Context: an optimization exercise on an open-source flow, tuned for small area and few clock cycles. The choices shown serve that exercise and are no tape-out recipe. In this exercise RTL edits were held to simulation tests only and were not proved equivalent to the original. No activity file was given, so power comes from the tool's default toggle rates.

==> flow/constraint.sdc <==
create_clock -name core_clock -period 10.0 [get_ports {clk}]
set_input_delay 2.0000 -clock core_clock [delete_from_list [all_inputs] [get_ports {clk}]]
set_output_delay 2.0000 -clock core_clock [all_outputs]
set_load 0.01 [all_outputs]
==> flow/config.mk <==
export PLATFORM = sky130hd
export DESIGN_NAME = framecodec
export DESIGN_NICKNAME = framecodec
export VERILOG_FILES = /design/flow/design.v
export SDC_FILE = /design/flow/constraint.sdc
export NUM_CORES = 4
export LEC_CHECK = 0
export CAP_MARGIN = 20
export CORE_MARGIN = 2
export CORE_UTILIZATION = 40
export SLEW_MARGIN = 20
==> flow/run.sh <==
#!/bin/bash
# synth_recipe.tcl (not shown) runs the flow's synth.tcl, then flattens the netlist and writes it again
# the make line also repeats each setting of config.mk as NAME=value (left out here)
make -C /OpenROAD-flow-scripts/flow DESIGN_CONFIG=/design/flow/config.mk WORK_HOME=/design/flow/orfs CLKGATE_MAP_FILE= SYNTH_SCRIPT=/design/flow/synth_recipe.tcl finish
==> flow/design.v <==
module framecodec (
    input             clk,
    input             rst,           
    input             bus_valid,
    input             bus_write,
    input             bus_size4,     
    input      [19:0] bus_addr,
    input      [31:0] bus_wdata,
    output reg [31:0] bus_rdata,
    output            rx_poll,
    input             rx_valid,      
    input      [7:0]  rx_data,
    output            irq
);
    localparam TXP_CAP = 16;
    localparam TXO_CAP = 64;
    localparam RX_CAP  = 32;
    localparam [2:0] S_IDLE     = 3'd0,
                     S_ENC_RUN  = 3'd1,
                     S_SEEK     = 3'd2,
                     S_LEN      = 3'd3,
                     S_LEN_ESC  = 3'd4,
                     S_BODY     = 3'd5,
                     S_BODY_ESC = 3'd6;
    localparam [2:0] K_OK = 3'd1, K_NODATA = 3'd2, K_FRAMING = 3'd3,
                     K_CHECKSUM = 3'd4, K_OVERSIZE = 3'd5, K_SEEKLIMIT = 3'd6;
    localparam [3:0] E_BUSY_CMD = 4'd1, E_RSVD_OP = 4'd2, E_ENC_SIZE = 4'd3,
                     E_BUSY_WRITE = 4'd4;
    reg [2:0]  est;
    reg        enc_done, dec_done, cmd_err;
    reg [3:0]  err_cause;
    reg [2:0]  int_en;
    reg [15:0] rx_polls;
    reg [15:0] seek_limit;
    reg [7:0]  enc_frame_id;
    reg [15:0] enc_addr16;
    reg [31:0] enc_addr64_lo;
    reg [31:0] enc_addr64_hi;
    reg [15:0] enc_payload_size;
    reg [31:0] enc_length;
    reg [2:0]  dec_kind;
    reg [31:0] dec_len;
    reg [7:0]  dec_ftype;
    reg [31:0] dec_discards;
    reg [15:0] didx;
    reg [15:0] dlen;
    reg [7:0]  dsum;
    reg [15:0] dwait;
    reg        e_delim;      
    reg        e_esc2;       
    reg [5:0]  e_j;          
    reg [6:0]  e_o;          
    reg [7:0]  e_sum;        
    reg [8*TXP_CAP-1:0] txp;
    reg [8*TXO_CAP-1:0] txo;
    reg [8*RX_CAP-1:0]  rxb;
    wire busy = (est != S_IDLE);
    wire        acc_rd   = bus_valid & ~bus_write;
    wire        acc_wr   = bus_valid &  bus_write;
    wire        in_regs  = (bus_addr[19:8] == 12'h000);
    wire        in_rxb   = (bus_addr[19:16] == 4'h1);
    wire        in_txp   = (bus_addr[19:16] == 4'h2);
    wire        in_txo   = (bus_addr[19:18] == 2'b01);
    wire [5:0]  reg_sel  = bus_addr[7:2];
    wire        reg_wr   = acc_wr & in_regs & bus_size4;
    wire [17:0] win_off  = in_txo ? bus_addr[17:0] : {2'b00, bus_addr[15:0]};
    wire [17:0] win_idx  = bus_size4 ? {win_off[17:2], 2'b00} : win_off;
    wire [31:0] status_val = {20'd0, err_cause, {1'b0, est}, cmd_err, dec_done, enc_done, busy};
    reg [31:0] reg_rdata;
    always @(*) begin
        case (reg_sel)
            6'h00: reg_rdata = 32'd0;                        
            6'h01: reg_rdata = status_val;
            6'h02: reg_rdata = {29'd0, int_en};
            6'h03: reg_rdata = {16'd0, rx_polls};
            6'h04: reg_rdata = {16'd0, seek_limit};
            6'h05: reg_rdata = {24'd0, enc_frame_id};
            6'h06: reg_rdata = {16'd0, enc_addr16};
            6'h07: reg_rdata = enc_addr64_lo;
            6'h08: reg_rdata = enc_addr64_hi;
            6'h09: reg_rdata = {16'd0, enc_payload_size};
            6'h0A: reg_rdata = enc_length;
            6'h0B: reg_rdata = {29'd0, dec_kind};
            6'h0C: reg_rdata = dec_len;
            6'h0D: reg_rdata = {24'd0, dec_ftype};
            6'h0E: reg_rdata = dec_discards;
            default: reg_rdata = 32'd0;
        endcase
    end
    function [7:0] txp_byte(input [17:0] i);
        txp_byte = (i < TXP_CAP) ? txp[8*i[3:0] +: 8] : 8'h00;
    endfunction
    function [7:0] txo_byte(input [17:0] i);
        txo_byte = (i < TXO_CAP) ? txo[8*i[5:0] +: 8] : 8'h00;
    endfunction
    function [7:0] rxb_byte(input [17:0] i);
        rxb_byte = (i < RX_CAP) ? rxb[8*i[4:0] +: 8] : 8'h00;
    endfunction
    reg [7:0]  win_b [0:3];
    reg [31:0] rd_value;
    integer k;
    always @(*) begin
        for (k = 0; k < 4; k = k + 1) begin
            if (in_rxb)      win_b[k] = rxb_byte(win_idx + k[17:0]);
            else if (in_txp) win_b[k] = txp_byte(win_idx + k[17:0]);
            else if (in_txo) win_b[k] = txo_byte(win_idx + k[17:0]);
            else             win_b[k] = 8'h00;
        end
        if (in_regs)
            rd_value = bus_size4 ? reg_rdata : 32'd0;
        else if (bus_size4)
            rd_value = {win_b[3], win_b[2], win_b[1], win_b[0]};
        else
            rd_value = {24'd0, win_b[0]};
    end
    always @(posedge clk) begin
        if (acc_rd)
            bus_rdata <= rd_value;
    end
    wire [15:0] enc_L    = 16'd14 + enc_payload_size;
    wire [63:0] enc_a64  = {enc_addr64_hi, enc_addr64_lo};
    wire [5:0]  enc_last = enc_payload_size[5:0] + 6'd16;    
    reg [7:0] s_byte;
    always @(*) begin
        if (e_j == enc_last)
            s_byte = ~e_sum;
        else if (e_j >= 6'd16)
            s_byte = txp[8*(e_j[3:0]) +: 8];
        else begin
            case (e_j[3:0])
                4'd0:  s_byte = enc_L[15:8];
                4'd1:  s_byte = enc_L[7:0];
                4'd2:  s_byte = 8'h10;
                4'd3:  s_byte = enc_frame_id;
                4'd4:  s_byte = enc_a64[63:56];
                4'd5:  s_byte = enc_a64[55:48];
                4'd6:  s_byte = enc_a64[47:40];
                4'd7:  s_byte = enc_a64[39:32];
                4'd8:  s_byte = enc_a64[31:24];
                4'd9:  s_byte = enc_a64[23:16];
                4'd10: s_byte = enc_a64[15:8];
                4'd11: s_byte = enc_a64[7:0];
                4'd12: s_byte = enc_addr16[15:8];
                4'd13: s_byte = enc_addr16[7:0];
                default: s_byte = 8'h00;        
            endcase
        end
    end
    wire s_rsv = (s_byte == 8'h7E) | (s_byte == 8'h7D) | (s_byte == 8'h11) | (s_byte == 8'h13);
    wire        dec_reading = (est == S_SEEK) | (est == S_LEN) | (est == S_LEN_ESC) |
                              (est == S_BODY) | (est == S_BODY_ESC);
    assign rx_poll = dec_reading;
    wire        rx_is_delim = (rx_data == 8'h7E);
    wire        rx_is_esc   = (rx_data == 8'h7D);
    wire [7:0]  rx_unesc    = rx_data ^ 8'h20;
    wire [7:0]  v           = ((est == S_LEN_ESC) | (est == S_BODY_ESC)) ? rx_unesc : rx_data;
    assign irq = (enc_done & int_en[0]) | (dec_done & int_en[1]) | (cmd_err & int_en[2]);
    integer i;
    always @(posedge clk) begin
        if (rst) begin
            est              <= S_IDLE;
            enc_done         <= 1'b0;
            dec_done         <= 1'b0;
            cmd_err          <= 1'b0;
            err_cause        <= 4'd0;
            int_en           <= 3'd0;
            rx_polls         <= 16'd1;
            seek_limit       <= 16'd0;
            enc_frame_id     <= 8'd0;
            enc_addr16       <= 16'd0;
            enc_addr64_lo    <= 32'd0;
            enc_addr64_hi    <= 32'd0;
            enc_payload_size <= 16'd0;
            enc_length       <= 32'd0;
            dec_kind         <= 3'd0;
            dec_len          <= 32'd0;
            dec_ftype        <= 8'd0;
            dec_discards     <= 32'd0;
            didx             <= 16'd0;
            dlen             <= 16'd0;
            dsum             <= 8'd0;
            dwait            <= 16'd0;
            e_delim          <= 1'b0;
            e_esc2           <= 1'b0;
            e_j              <= 6'd0;
            e_o              <= 7'd0;
            e_sum            <= 8'd0;
        end else begin
            if (reg_wr) begin
                case (reg_sel)
                    6'h00: begin                                     
                        case (bus_wdata[1:0])
                            2'b00: ;                                 
                            2'b11: begin cmd_err <= 1'b1; err_cause <= E_RSVD_OP; end
                            default: begin
                                if (busy) begin
                                    cmd_err   <= 1'b1;
                                    err_cause <= E_BUSY_CMD;
                                end else if (bus_wdata[1:0] == 2'b01) begin
                                    if (enc_payload_size > TXP_CAP) begin
                                        cmd_err    <= 1'b1;
                                        err_cause  <= E_ENC_SIZE;
                                        enc_length <= 32'd0;
                                    end else begin
                                        est     <= S_ENC_RUN;
                                        e_delim <= 1'b1;
                                        e_esc2  <= 1'b0;
                                        e_j     <= 6'd0;
                                        e_o     <= 7'd0;
                                        e_sum   <= 8'd0;
                                    end
                                end else begin
                                    est          <= S_SEEK;
                                    didx         <= 16'd0;
                                    dlen         <= 16'd0;
                                    dsum         <= 8'd0;
                                    dwait        <= 16'd0;
                                    dec_discards <= 32'd0;
                                end
                            end
                        endcase
                    end
                    6'h01: begin                                     
                        if (bus_wdata[1]) enc_done <= 1'b0;
                        if (bus_wdata[2]) dec_done <= 1'b0;
                        if (bus_wdata[3]) begin cmd_err <= 1'b0; err_cause <= 4'd0; end
                    end
                    6'h02: int_en <= bus_wdata[2:0];
                    6'h03, 6'h04, 6'h05, 6'h06, 6'h07, 6'h08, 6'h09: begin
                        if (busy) begin
                            cmd_err   <= 1'b1;
                            err_cause <= E_BUSY_WRITE;
                        end else begin
                            case (reg_sel)
                                6'h03: rx_polls         <= (bus_wdata[15:0] == 16'd0) ? 16'd1 : bus_wdata[15:0];
                                6'h04: seek_limit       <= bus_wdata[15:0];
                                6'h05: enc_frame_id     <= bus_wdata[7:0];
                                6'h06: enc_addr16       <= bus_wdata[15:0];
                                6'h07: enc_addr64_lo    <= bus_wdata;
                                6'h08: enc_addr64_hi    <= bus_wdata;
                                default: enc_payload_size <= bus_wdata[15:0];
                            endcase
                        end
                    end
                    default: ;                                       
                endcase
            end
            if (acc_wr & in_txp & (win_idx < TXP_CAP)) begin
                if (busy) begin
                    cmd_err   <= 1'b1;
                    err_cause <= E_BUSY_WRITE;
                end else begin
                    for (i = 0; i < TXP_CAP; i = i + 1) begin
                        if (bus_size4) begin
                            if (i[17:2] == win_idx[17:2])
                                txp[8*i +: 8] <= bus_wdata[8*i[1:0] +: 8];
                        end else begin
                            if (i[17:0] == win_idx)
                                txp[8*i +: 8] <= bus_wdata[7:0];
                        end
                    end
                end
            end
            case (est)
                S_ENC_RUN: begin
                    if (e_delim) begin
                        txo[7:0] <= 8'h7E;
                        e_o      <= 7'd1;
                        e_delim  <= 1'b0;
                    end else if (e_esc2 | ~s_rsv) begin
                        txo[8*e_o[5:0] +: 8] <= e_esc2 ? (s_byte ^ 8'h20) : s_byte;
                        e_o    <= e_o + 7'd1;
                        e_esc2 <= 1'b0;
                        e_j    <= e_j + 6'd1;
                        if (e_j >= 6'd2)
                            e_sum <= e_sum + s_byte;
                        if (e_j == enc_last) begin
                            enc_length <= {25'd0, e_o} + 32'd1;
                            enc_done   <= 1'b1;
                            est        <= S_IDLE;
                        end
                    end else begin
                        txo[8*e_o[5:0] +: 8] <= 8'h7D;
                        e_o    <= e_o + 7'd1;
                        e_esc2 <= 1'b1;
                    end
                end
                S_SEEK, S_LEN, S_LEN_ESC, S_BODY, S_BODY_ESC: begin
                    if (!rx_valid) begin
                        if (dwait + 16'd1 >= rx_polls) begin
                            dec_kind  <= K_NODATA;
                            dec_len   <= 32'd0;
                            dec_ftype <= 8'h00;
                            dec_done  <= 1'b1;
                            est       <= S_IDLE;
                        end else begin
                            dwait <= dwait + 16'd1;
                        end
                    end else begin
                        dwait <= 16'd0;
                        case (est)
                            S_SEEK: begin
                                if (rx_is_delim) begin
                                    est  <= S_LEN;
                                    didx <= 16'd0;
                                end else begin
                                    dec_discards <= dec_discards + 32'd1;
                                    if (seek_limit != 16'd0 && dec_discards + 32'd1 >= {16'd0, seek_limit}) begin
                                        dec_kind  <= K_SEEKLIMIT;
                                        dec_len   <= 32'd0;
                                        dec_ftype <= 8'h00;
                                        dec_done  <= 1'b1;
                                        est       <= S_IDLE;
                                    end
                                end
                            end
                            S_LEN, S_LEN_ESC: begin
                                if (rx_is_delim) begin
                                    dec_kind  <= K_FRAMING;
                                    dec_len   <= 32'hFFFF_FFFF;
                                    dec_ftype <= 8'h00;
                                    dec_done  <= 1'b1;
                                    est       <= S_IDLE;
                                end else if (est == S_LEN && rx_is_esc) begin
                                    est <= S_LEN_ESC;
                                end else begin
                                    if (didx == 16'd0) begin
                                        dlen[15:8] <= v;
                                        didx       <= 16'd1;
                                        est        <= S_LEN;
                                    end else begin
                                        dlen[7:0] <= v;
                                        if ({dlen[15:8], v} + 17'd1 > RX_CAP) begin
                                            dec_kind  <= K_OVERSIZE;
                                            dec_len   <= 32'hFFFF_FFFD;
                                            dec_ftype <= 8'h00;
                                            dec_done  <= 1'b1;
                                            est       <= S_IDLE;
                                        end else begin
                                            est  <= S_BODY;
                                            didx <= 16'd0;
                                            dsum <= 8'd0;
                                        end
                                    end
                                end
                            end
                            default: begin                           
                                if (rx_is_delim) begin
                                    dec_kind  <= K_FRAMING;
                                    dec_len   <= 32'hFFFF_FFFF;
                                    dec_ftype <= 8'h00;
                                    dec_done  <= 1'b1;
                                    est       <= S_IDLE;
                                end else if (est == S_BODY && rx_is_esc) begin
                                    est <= S_BODY_ESC;
                                end else begin
                                    rxb[8*didx[4:0] +: 8] <= v;
                                    if (didx < dlen) begin
                                        dsum <= dsum + v;
                                        didx <= didx + 16'd1;
                                        est  <= S_BODY;
                                    end else begin
                                        dec_done <= 1'b1;
                                        est      <= S_IDLE;
                                        if (v == ~dsum) begin
                                            dec_kind  <= K_OK;
                                            dec_len   <= {16'd0, dlen};
                                            dec_ftype <= (didx == 16'd0) ? v : rxb[7:0];
                                        end else begin
                                            dec_kind  <= K_CHECKSUM;
                                            dec_len   <= 32'hFFFF_FFFE;
                                            dec_ftype <= 8'h00;
                                        end
                                    end
                                end
                            end
                        endcase
                    end
                end
                default: ;
            endcase
        end
    end
endmodule
==> results_dict.tcl <==
set metrics [dict create \
    post_cts_buffers 0 \
    gp_congestion 1.007 \
    rows 170 \
    p_per_area_mw_per_mm2 136.2 \
    synth_cell_types 91 \
    cp_max_fo 91 \
    ys_seq_elements 1248 \
    grt_pass1_vias 65900 \
    yosys.area.top_type "edfxtp_1" \
    netlist.area_leader.share 0.3221 \
    leakagePower_nw 30.45 \
    clock_path_buffers 3 \
    met3_usage 0.09837 \
    min_path_type "reg -> reg" \
    final_layout_size_suffix_gt1_frac 0.2654 \
    ant_nets 0 \
    worst_pin_slew_ns 1.421 \
    vias 70620 \
    syn_inst 7272 \
    crit_type "in -> reg" \
    ir_worst_vdd_uv 162.9 \
    clkTransAtPathRegs_ns 0.06 \
    grt_first_pass_wirelength_um 498400 \
    antenna_found_initial 22 \
    fin_worst_skew_ns 0.04386 \
    grt_use_met1 0.3951 \
    cts_resized 0 \
    finalCoreUtilization 0.4454 \
    path_cells "clkdlybuf4s50_1, nand2b_4, inv_8, ha_1, nand2_1, xor2_4, buf_12, buf_4, mux4_2, mux4_2, mux2i_1, nand2_1, nand3_1, a31oi_1" \
    coreArea_mm2 0.2148 \
    internal_power_w 0.009659 \
    cpPeakStageDelay_ns 0.83 \
    synth_nets 7427 \
    crit_path_top_delay_cell "xor2_4" \
    rsz0062_at_grt "no" \
    grt_overflow_total 0 \
    globalRouteMet2Util 0.4635 \
    h-tree-depth 4 \
    synth_edf_count 928 \
    grt_use_total 0.3139 \
    power_switching_w 0.003378 \
    drt_iter0_markers 11370 \
    cp_data_required_time_ns 10.54 \
    yosysSeqAreaShare 0.3962 \
    combPwrFrac 0.123 \
    async_flop_share 0 \
    detailed_place_hpwl_um 238400 \
    total_power_w 0.01304 \
    period_needed_ns 6.932 \
    status "complete, no violations" \
    critPathTopFamily "buffers and inverters" \
    cp.arrival_ns 7.47 \
    clock_power_share 0.454 \
    gr-max-usage-layer "met2" \
    vias_per_cell 7.058 \
    yosysWarnings 2 \
    insertion_delay_ns 0.85 \
    cts_buffers 148 \
    startpoint_type "primary input" \
    synth_area_leaders "edfxtp_1 (32%), mux4_2 (28%), dfxtp_1 (7.4%), nand2_1 (5.3%), mux2_2 (3.6%)" \
    path_buf_inv 4 \
    io_pins 100 \
    crit_path_end_kind "flip-flop" \
    routed_wl_um 352000 \
    dieArea_mm2 0.2200 \
    fmax_mhz 144.3 \
    numClockSinks 1248 \
    maxSlewViolCount 0 \
    die_w_um 469.1 \
    nets 7190 \
    area_delta_synth_final_pct 10.61 \
    cts_tree "yes" \
    cts_root_buffer "clkbuf_16" \
    setup_viol 0 \
    hold_viol 0 \
    cts.hold.buffers_added 0 \
    drv_cap 0 \
    grt_max_degree 194 \
    initial_utilization 0.4027 \
    die_h_um 469.1 \
    avgSynthCellArea_um2 11.90 \
    power_frac_seq 0.423 \
    drc 0 \
    fin_crit_sh 0.6932 \
    switching_share 0.2591 \
    slew_headroom 0.05255 \
    routedWlPerCell_um 35.18 \
    synth-main-ff-cell "edfxtp_1" \
    firstDrtPassIters 7 \
    num-fill-cells 19420 \
    netlist_area_mm2 0.08651 \
    portBuffers 99 \
]
==> cell type report <==
class | count | area [µm²] | area share
antenna | 10 | 25.02 | 0.0002615
clock buffer | 176 | 4038 | 0.04220
clock inverter | 97 | 1171 | 0.01224
inverter | 129 | 499.2 | 0.005217
multi-input combinational | 5231 | 49520 | 0.5176
sequential | 1248 | 34280 | 0.3582
tap | 2838 | 3551 | 0.03711
timing repair buffer | 277 | 2600 | 0.02717
==> flip-flops by register name, indices dropped and copies added, names as in the netlist, 4 cells and up <==
register,count
enc_addr64_hi,32
dec_len,17
e_o,7
rx_polls,16
txo,512
dec_discards,32
dec_ftype,8
dwait,16
seek_limit,16
enc_frame_id,8
enc_addr16,16
enc_payload_size,16
e_j,6
dlen,16
txp,128
e_sum,8
err_cause,4
rxb,256
enc_length,32
dsum,8
enc_addr64_lo,32
didx,16
bus_rdata,32
==> metal layers <==
metal | routed length [µm] | vias to the layer above
li1 | - | 28280
met1 | 122100 | 35280
met2 | 153900 | 5818
met3 | 47200 | 1216
met4 | 28530 | 24
met5 | 280 | -
==> synth_stat cells, drive strengths merged (35+ instances only) <==
cell type	count
clkbuf	460
dfxtp	320
or3	35
mux2i	139
xnor2	62
o31ai	76
and2	46
nor2	307
a22oi	101
inv	128
mux2	280
nand4	53
xor2	37
ha	87
nor4	46
a221oi	39
mux4	1089
nor3	78
buf	204
edfxtp	928
a21oi	337
nand2	1226
nand2b	36
and3	38
a31oi	50
o21ai	503
nand3	189
==> worst register-to-register path: cells and delay by family, from the launching register on <==
kind            cells  cell delay [ns]
flops               1             0.31
fa+ha+maj           1             0.36
simple gates        4             1.79
buf+inv             4             1.63
compound gates      6             2.13
==> power by group through the flow <==
| stage | sequential, W | combinational, W | clock, W |
|---|---|---|---|
| 4_1_cts | 0.00552 | 0.00156 | 0.00595 |
| 3_3_place_gp | 0.00563 | 0.00155 | 0 |
| 6_report | 0.00552 | 0.00160 | 0.00592 |
| 2_1_floorplan | 0.00562 | 0.000993 | 0 |
| 3_5_place_dp | 0.00563 | 0.00155 | 0 |
| 5_1_grt | 0.00552 | 0.00162 | 0.00614 |
==> final timing paths <==
kind / from / endpoint / slack [ns] / cells after the start
setup / recovery: bus_addr[1] / bus_rdata[13]$_DFFE_PP_ / 3.07 / 14
hold / removal: enc_length[12]$_SDFF_PP0_ / enc_length[12]$_SDFF_PP0_ / 0.46 / 1
setup reg to reg: e_j[0]$_SDFF_PP0_ / enc_length[28]$_SDFF_PP0_ / 3.72 / 15
hold reg to reg: enc_length[12]$_SDFF_PP0_ / enc_length[12]$_SDFF_PP0_ / 0.46 / 1
==> stage by stage <==
step / worst slack (ns) / TNS [ns] / instance area, µm² / cells / hold slack [ns]
CTS: 3.215 / 0 / 95580 / 9992 / 0.4628
global route: 2.987 / 0 / 95670 / 9999 / 0.4815
floorplan: -1.136 / -380.81 / 86590 / 7272 / 0.4295
finish: 3.068 / 0 / 95690 / 10010 / 0.4616
detailed placement: 2.342 / 0 / 90370 / 9719 / 0.4441
global placement: 2.398 / 0 / 90290 / 9714 / 0.4422
==> cells by family after synthesis <==
family	share of synthesized area
buffers and inverters	0.03682
xor gates and xnor gates	0.01002
DFF	0.3962
and+or+nand+nor	0.1090
AOI/OAI and AO/OA	0.09876
muxes	0.3360
adders and majority gates	0.01316
==> layout by cell type, fill, tap and decap left out, types with 23 or more instances in the layout <==
cell,instances
o32ai_1,27
dfxtp_1,316
and3_1,38
clkinv_2,29
xnor2_1,58
a21o_1,31
nand2_1,1226
a31oi_1,50
o31ai_1,75
nand4_1,53
edfxtp_1,928
mux2_2,280
mux2i_1,138
o211ai_1,32
a22o_1,24
inv_1,125
bufinv_16,23
o22ai_1,24
buf_4,154
ha_1,85
a221oi_1,39
o21ai_1,60
a21oi_1,335
nor3_1,67
o21ai_0,442
nand2b_1,34
nor2_1,286
or3_1,35
xor2_1,30
clkbuf_16,155
clkdlybuf4s50_1,94
nand3_1,189
a22oi_1,101
nor4_1,34
and2_1,46
mux4_2,1089
Testbench counts, summed over its fixed seeds: cycles 15,673.

## separate check: timing with driven ports
No port has a modelled driver above. Below, the same layout with a new extraction and two added sets of constraints. Step 1: set_driving_cell puts a clkbuf_16 on clk and a buf_2 on each other input, an assumption about the parent block. Step 2 adds t to the input delays and takes it off the output delays; t is the mean of the earliest and latest rising clock arrival at the registers after step 1. Input paths then give back, and output paths get back, about the clock's delay inside the block. a / b / c = ideal / step 1 / step 2; a / b = the first two.
t, ns: 0.921
slack for setup (ns): 3.068 / 3.127 / 2.206
worst setup path after step 2: input to register
After both steps setup and hold are still met in this run. The setup slack of this run moves by +0.059 ns with the drivers and by -0.862 ns with both steps.
